From an optimization exercise on the open Yosys and OpenROAD flow, aimed at small area; shortcuts taken in it are not production practice. Function was checked by simulation only, so behaviour that the tests miss may differ from the original. Power and IR drop assume default switching activity.

Setup of alpha:
==> flow/design.v <==
module dbi_classifier (
    input  wire [9:0]  raw,
    input  wire [59:0] center,
    input  wire [59:0] tol,
    input  wire        incl,
    output reg  [2:0]  sym
);
    reg [5:0] hit;
    integer i;
    wire nz = incl | (|raw);
    always @(*) begin : windows
        reg [9:0]  c, t, m;
        reg [10:0] d, tm;
        reg [11:0] a;
        for (i = 0; i < 6; i = i + 1) begin
            c  = center[i*10 +: 10];
            t  = tol[i*10 +: 10];
            d  = {1'b0, raw} - {1'b0, c};           
            m  = d[10] ? (~d[9:0] + 10'd1) : d[9:0];  
            tm = {1'b0, t} - {10'b0, ~incl};         
            hit[i] = !tm[10] && (m <= tm[9:0]) && nz;
        end
    end
    always @(*) begin
        if      (hit[0]) sym = 3'd1;
        else if (hit[1]) sym = 3'd2;
        else if (hit[2]) sym = 3'd3;
        else if (hit[3]) sym = 3'd4;
        else if (hit[4]) sym = 3'd5;
        else if (hit[5]) sym = 3'd6;
        else             sym = 3'd0;
    end
endmodule
module dbi_filter (
    input  wire        clk,
    input  wire        rst,
    input  wire [2:0]  sym,
    input  wire [15:0] n,          
    input  wire        oneshot,
    output reg  [2:0]  stable,
    output wire [2:0]  fout,
    output wire [2:0]  fout_next   
);
    reg  [15:0] run;
    reg         show;
    wire        match       = (sym == stable);
    wire        commit      = !match && (run == n);
    wire [2:0]  stable_next = commit ? sym : stable;
    wire        hide        = oneshot && (stable != 3'd0);
    assign fout_next = hide ? 3'd0 : stable_next;
    assign fout      = show ? stable : 3'd0;
    always @(posedge clk) begin
        show <= !hide;
        if (rst || match || commit)
            run <= 16'd1;
        else
            run <= run + 16'd1;
        if (rst)
            stable <= 3'd0;
        else
            stable <= stable_next;
    end
endmodule
module dbi_encoder (
    input  wire        clk,
    input  wire        tx,         
    input  wire        start,      
    input  wire        load_r,     
    input  wire        load_g,     
    input  wire        vol,        
    input  wire [6:0]  cmd,
    input  wire [6:0]  addr,
    input  wire [15:0] r,
    input  wire [7:0]  g,
    output wire        level,
    output wire        tx_vol,     
    output wire        first,      
    output wire        last,
    output wire        wend
);
    reg  [15:0] u;
    wire        agc     = u[6] & u[5];
    wire [4:0]  bi      = u[6:2];
    wire [7:0]  abits   = {addr, 1'b1};
    wire [7:0]  cbits   = {1'b1, cmd};
    wire        cur_bit = bi[4] | (bi[3] ? cbits[bi[2:0]] : abits[bi[2:0]]);
    wire        fend    = (u[6:0] == 7'd67);
    assign level = agc ? ~(u[4] ^ u[3]) : (u[1] | u[0]);
    assign last  = fend & u[8] & u[7];
    assign wend  = (u == 16'hfffe);
    assign tx_vol = u[9];
    assign first = (u[8:0] == 9'd103);
    wire        skip    = tx & ~agc & ~u[1] & u[0] & ~cur_bit;
    wire        jump    = tx & fend;
    wire [15:0] inc     = (u | {14'd0, skip, 1'b0}) + 16'd1;
    wire [15:0] step    = inc | {10'd0, jump, 3'd0, jump, jump};
    always @(posedge clk) begin
        if (start)
            u <= {step[15:10], vol, 9'd103};
        else if (load_r)
            u <= ~r;
        else if (load_g)
            u <= {8'hff, ~g};
        else
            u <= step;
    end
endmodule
module debounce_integrator (
    input  wire        clk,             
    input  wire        rst,             
    input  wire [9:0]  raw_sample,
    input  wire [59:0] cfg_center,
    input  wire [59:0] cfg_tol,
    input  wire        cfg_incl,
    input  wire [15:0] cfg_n,
    input  wire        cfg_oneshot,
    input  wire        cfg_held_same,
    input  wire [55:0] cfg_cmd,
    input  wire [6:0]  cfg_addr,
    input  wire [15:0] cfg_repeat,
    input  wire [7:0]  cfg_gap,
    output wire        pin_out,
    output wire [2:0]  stable_out,
    output wire [2:0]  fout_out,
    output wire        busy,
    output wire        cmd_strobe,
    output wire [6:0]  cmd_code
);
    localparam [1:0] MODE_READY = 2'd0,
                     MODE_TX    = 2'd1,
                     MODE_WR    = 2'd2,    
                     MODE_WG    = 2'd3;    
    reg  [1:0] mode;
    reg  [2:0] prev;
    wire       tx_vol;
    wire       tx_first;
    wire [2:0] sym;
    wire [2:0] cur;
    dbi_classifier u_cls (
        .raw    (raw_sample),
        .center (cfg_center),
        .tol    (cfg_tol),
        .incl   (cfg_incl),
        .sym    (sym)
    );
    dbi_filter u_flt (
        .clk       (clk),
        .rst       (rst),
        .sym       (sym),
        .n         (cfg_n),
        .oneshot   (cfg_oneshot),
        .stable    (stable_out),
        .fout      (fout_out),
        .fout_next (cur)
    );
    wire is_tx = (mode == MODE_TX);
    wire tx_level, tx_last, wend;
    wire r_nz  = |cfg_repeat;
    wire g_nz  = |cfg_gap;
    wire tx_end = is_tx & tx_last;
    wire w_end  = mode[1] & wend;
    wire load_r = tx_end & tx_vol & r_nz;
    wire load_g = ((tx_end & ~(tx_vol & r_nz)) | (w_end & ~mode[0])) & g_nz;
    wire eval   = (mode == MODE_READY) | ((tx_end | w_end) & ~load_r & ~load_g);
    wire       edge_det = (cur != prev);
    wire       first    = edge_det | cfg_held_same;
    reg        emit;
    reg  [2:0] idx;
    always @(*) begin
        emit = eval;
        idx  = 3'd0;
        case (cur)
            3'd1: idx = 3'd0;
            3'd2: idx = 3'd1;
            3'd3: begin idx = 3'd2; emit = eval & edge_det; end
            3'd4: idx = first ? 3'd3 : 3'd4;
            3'd5: idx = first ? 3'd5 : 3'd6;
            3'd6: begin idx = 3'd7; emit = eval & edge_det; end
            default: emit = 1'b0;
        endcase
    end
    reg  [2:0] code_idx;
    reg        code_ok;
    assign cmd_code = code_ok ? cfg_cmd[code_idx*7 +: 7] : 7'd0;
    wire       emit_vol  = (cur == 3'd1) | (cur == 3'd2);
    dbi_encoder u_enc (
        .clk    (clk),
        .tx     (is_tx),
        .start  (emit),
        .load_r (load_r),
        .load_g (load_g),
        .vol    (emit_vol),
        .cmd    (cmd_code),
        .addr   (cfg_addr),
        .r      (cfg_repeat),
        .g      (cfg_gap),
        .level  (tx_level),
        .tx_vol (tx_vol),
        .first  (tx_first),
        .last   (tx_last),
        .wend   (wend)
    );
    always @(posedge clk) begin
        if (rst) begin
            mode       <= MODE_READY;
            prev       <= 3'd0;
            code_ok    <= 1'b0;
        end else begin
            if (eval)
                prev <= cur;
            if (emit) begin
                mode     <= MODE_TX;
                code_idx <= idx;
                code_ok  <= 1'b1;
            end else if (eval)
                mode <= MODE_READY;
            else if (load_r)
                mode <= MODE_WR;
            else if (load_g)
                mode <= MODE_WG;
        end
    end
    assign cmd_strobe = is_tx & tx_first;
    assign busy    = (mode != MODE_READY);
    assign pin_out = ~is_tx | tx_level;
endmodule
==> flow/config.mk <==
export PLATFORM = sky130hd
export DESIGN_NAME = debounce_integrator
export DESIGN_NICKNAME = debounce_integrator
export VERILOG_FILES = /design/flow/design.v
export SDC_FILE = /design/flow/constraint.sdc
export NUM_CORES = 4
export LEC_CHECK = 0
export ABC_AREA = 1
export CAP_MARGIN = 20
export CORE_AREA = 2 2 117.285 117.285
export DIE_AREA = 0 0 119.285 119.285
export GPL_TIMING_DRIVEN = 0
export SLEW_MARGIN = 20
==> flow/constraint.sdc <==
create_clock -name core_clock -period 15.0 [get_ports {clk}]
set_input_delay 3.0000 -clock core_clock [delete_from_list [all_inputs] [get_ports {clk}]]
set_output_delay 3.0000 -clock core_clock [all_outputs]
set_load 0.01 [all_outputs]
standard.sh (not shown) runs the stock make flow with config.mk's settings and CLKGATE_MAP_FILE= SYNTH_SCRIPT=/design/flow/synth_recipe.tcl, a recipe that flattens the netlist after the stock synthesis.
==> flow/flow/run.sh <==
#!/bin/bash
# Layout flow: the standard synthesis, then the combinational logic between
# the standard synthesis's registers is re-mapped for area with ABC (registers,
# their cells and names untouched; the result is proven equivalent to the
# standard netlist), then the standard ORFS flow from floorplan to finish, with
# the smallest buffer cell on the ports and small clock buffers. ABC runs with
# four seeds and the smallest result is kept.
set -euo pipefail
HERE=$(pwd)
RES=$HERE/orfs/results/$FLOW_PLATFORM/debounce_integrator/base
LOGD=$HERE/orfs/logs/$FLOW_PLATFORM/debounce_integrator/base
LIB=$FLOW_HOME/platforms/$FLOW_PLATFORM/lib/sky130_fd_sc_hd__tt_025C_1v80.lib
SEQ="sky130_fd_sc_hd__*df* sky130_fd_sc_hd__*dl* sky130_fd_sc_hd__conb_1"

bash standard.sh synth > synth_std.log 2>&1
cp $RES/1_2_yosys.v std_synth.v
DU=$(grep -o -- '-dont_use [^ ]*' $LOGD/1_2_yosys.log | sort -u | tr '\n' ' ')

# four ABC runs with different seeds; keep the smallest netlist
resyn() {
  local S=$1
  cat > resyn$S.ys <<EOY
read_liberty -ignore_miss_func $LIB
read_verilog std_synth.v
hierarchy -top $FLOW_TOP
blackbox $SEQ
flatten
rename -hide w:*.*
opt_clean -purge
abc -script $HERE/flow/area$S.abc -liberty $LIB $DU
opt_clean -purge
hilomap -singleton -hicell sky130_fd_sc_hd__conb_1 HI -locell sky130_fd_sc_hd__conb_1 LO
insbuf -buf sky130_fd_sc_hd__buf_1 A X
splitnets
opt_clean -purge
tee -o resyn$S.stat stat -liberty $LIB
write_verilog -noattr -nohex -nodec -selected resyn$S.v
EOY
  yosys -l resyn$S.log -s resyn$S.ys > /dev/null
}
for S in 0 1 2 3; do resyn $S & done
wait
BEST=$(for S in 0 1 2 3; do [ -s resyn$S.stat ] && grep -q "Chip area" resyn$S.stat && echo "$(grep 'Chip area' resyn$S.stat | awk '{print $NF}') $S"; done | sort -g | head -1 | awk '{print $2}')
echo "best resynthesis: $BEST" > resyn_pick.log
cat resyn*.stat | grep 'Chip area' >> resyn_pick.log
cp resyn$BEST.v resyn.v

cat > equiv.ys <<EOY
read_liberty -ignore_miss_func $LIB
blackbox $SEQ
read_verilog std_synth.v
rename $FLOW_TOP gold
read_verilog resyn.v
rename $FLOW_TOP gate
flatten gold gate
expose -evert gold/t:sky130_fd_sc_hd__*df* gate/t:sky130_fd_sc_hd__*df*
miter -equiv -flatten -make_assert gold gate miter
hierarchy -top miter
sat -verify -prove-asserts miter
EOY
yosys -l equiv.log -s equiv.ys > /dev/null

cp resyn.v $RES/1_2_yosys.v
rm -f $RES/1_synth.odb $RES/1_synth.sdc
bash standard.sh BUFFER_PORTS_ARGS="-buffer_cell sky130_fd_sc_hd__buf_1" CTS_ARGS="-sink_clustering_enable -repair_clock_nets -dont_use_dummy_load -root_buf sky130_fd_sc_hd__clkbuf_8 -buf_list {sky130_fd_sc_hd__clkbuf_4}" finish > flow_std.log 2>&1
==> flow/flow/area0.abc <==
strash
&get -n
&fraig -x
&deepsyn -T 60 -S 0
&put
strash
&get -n
&dch -f
&nf -R 1000 -p -C 32 -F 8 -A 8
&put
==> flow/flow/area1.abc <==
strash
&get -n
&fraig -x
&deepsyn -T 60 -S 1
&put
strash
&get -n
&dch -f
&nf -R 1000 -p -C 32 -F 8 -A 8
&put
==> flow/flow/area2.abc <==
strash
&get -n
&fraig -x
&deepsyn -T 60 -S 2
&put
strash
&get -n
&dch -f
&nf -R 1000 -p -C 32 -F 8 -A 8
&put
==> flow/flow/area3.abc <==
strash
&get -n
&fraig -x
&deepsyn -T 60 -S 3
&put
strash
&get -n
&dch -f
&nf -R 1000 -p -C 32 -F 8 -A 8
&put
Having completed the whole flow, alpha delivered a layout that passed the timing, DRC and antenna checks.
The following lists how beta was set up differently from alpha:
Settings: a deleted ABC_AREA that had been 1; a deleted GPL_TIMING_DRIVEN that had been 0.
diff --git a/flow/flow/run.sh b/flow/flow/run.sh
--- a/flow/flow/run.sh
+++ b/flow/flow/run.sh
@@ -64,2 +64,2 @@
 rm -f $RES/1_synth.odb $RES/1_synth.sdc
-bash standard.sh BUFFER_PORTS_ARGS="-buffer_cell sky130_fd_sc_hd__buf_1" CTS_ARGS="-sink_clustering_enable -repair_clock_nets -dont_use_dummy_load -root_buf sky130_fd_sc_hd__clkbuf_8 -buf_list {sky130_fd_sc_hd__clkbuf_4}" finish > flow_std.log 2>&1
+bash standard.sh BUFFER_PORTS_ARGS="-buffer_cell sky130_fd_sc_hd__buf_1" CTS_ARGS="-sink_clustering_enable -repair_clock_nets -dont_use_dummy_load -buf_list {sky130_fd_sc_hd__clkbuf_4 sky130_fd_sc_hd__clkbuf_8}" finish > flow_std.log 2>&1
- Clock distribution power: beta better than alpha
- Wire length of the first global-routing pass | beta above alpha
- Going from alpha to beta, post-route cell area grows by 59 sq um.
Setup changes, beta to gamma
Settings: ABC_AREA: unset -> 1; GPL_TIMING_DRIVEN: unset -> 0.
### Flow results
Going from beta to gamma, total power shrank by a few percent.
Comparing gamma with beta, the synthesized instance count came out essentially unchanged.
Non-filler instance count after layout: beta vs gamma — no meaningful difference
Sum of net half-perimeters after detailed placement, gamma and beta: lower on gamma
Edits applied to the flow inputs when going from gamma to delta:
diff --git a/flow/flow/run.sh b/flow/flow/run.sh
--- a/flow/flow/run.sh
+++ b/flow/flow/run.sh
@@ -18,3 +18,5 @@
 
-# four ABC runs with different seeds; keep the smallest netlist
+# four ABC runs, each two or three rounds of deepsyn with different seeds;
+# keep the
+# smallest netlist
 resyn() {
==> flow/flow/area0.abc <==
strash
&get -n
&fraig -x
&deepsyn -T 60 -S 0
&deepsyn -T 60 -S 3
&deepsyn -T 60 -S 5
&put
strash
&get -n
&dch -f
&nf -R 1000 -p -C 32 -F 8 -A 8
&put
==> flow/flow/area1.abc <==
strash
&get -n
&fraig -x
&deepsyn -T 60 -S 0
&deepsyn -T 60 -S 3
&put
strash
&get -n
&dch -f
&nf -R 1000 -p -C 32 -F 8 -A 8
&put
==> flow/flow/area2.abc <==
strash
&get -n
&fraig -x
&deepsyn -T 60 -S 0
&deepsyn -T 60 -S 3
&deepsyn -T 60 -S 4
&put
strash
&get -n
&dch -f
&nf -R 1000 -p -C 32 -F 8 -A 8
&put
==> flow/flow/area3.abc <==
strash
&get -n
&fraig -x
&deepsyn -T 60 -S 0
&deepsyn -T 60 -S 3
&deepsyn -T 60 -S 6
&put
strash
&get -n
&dch -f
&nf -R 1000 -p -C 32 -F 8 -A 8
&put
Diff gamma and delta: pre-CTS setup slack lower in gamma
Taking gamma as the reference, in delta combinational cell fraction of total power now smaller, proportion of final cell area spent on non-clock buffers comparable, maximum frequency now larger, summed instance area of the synthesized netlist now smaller, wire length of the first global-routing pass now larger.

## what the ideal ports hide
The flow's constraints put no driver on any port. The routed layouts listed below were extracted and timed again, unchanged, in two steps. Step 1 (the two cells are an assumption about what drives the block):
set clk [get_ports {clk}]
set_driving_cell -lib_cell sky130_fd_sc_hd__clkbuf_16 $clk
set_driving_cell -lib_cell sky130_fd_sc_hd__buf_2 [delete_from_list [all_inputs] $clk]
Step 2 moves the port delays by t, midway between the first and last clock arrival at a register: inputs arrive t later, outputs are due t later. That takes back most of the time a late clock gives input paths. a / b / c = ideal ports / drivers / drivers and shift; a / b = the first two.
run	t, ns	setup WS [ns]	worst hold slack (ns)	clock arrival spread, ns
alpha	0.321	3.062 / 3.067 / 2.746	0.487 / 0.487 / 0.487	0.013 / 0.013
beta	0.316	3.680 / 3.691 / 3.375	0.471 / 0.471 / 0.471	0.015 / 0.016
gamma	0.321	3.062 / 3.067 / 2.746	0.487 / 0.487 / 0.487	0.013 / 0.013
delta	0.319	3.894 / 3.903 / 3.585	0.470 / 0.470 / 0.470	0.021 / 0.021
After both steps every run listed still meets setup and hold.
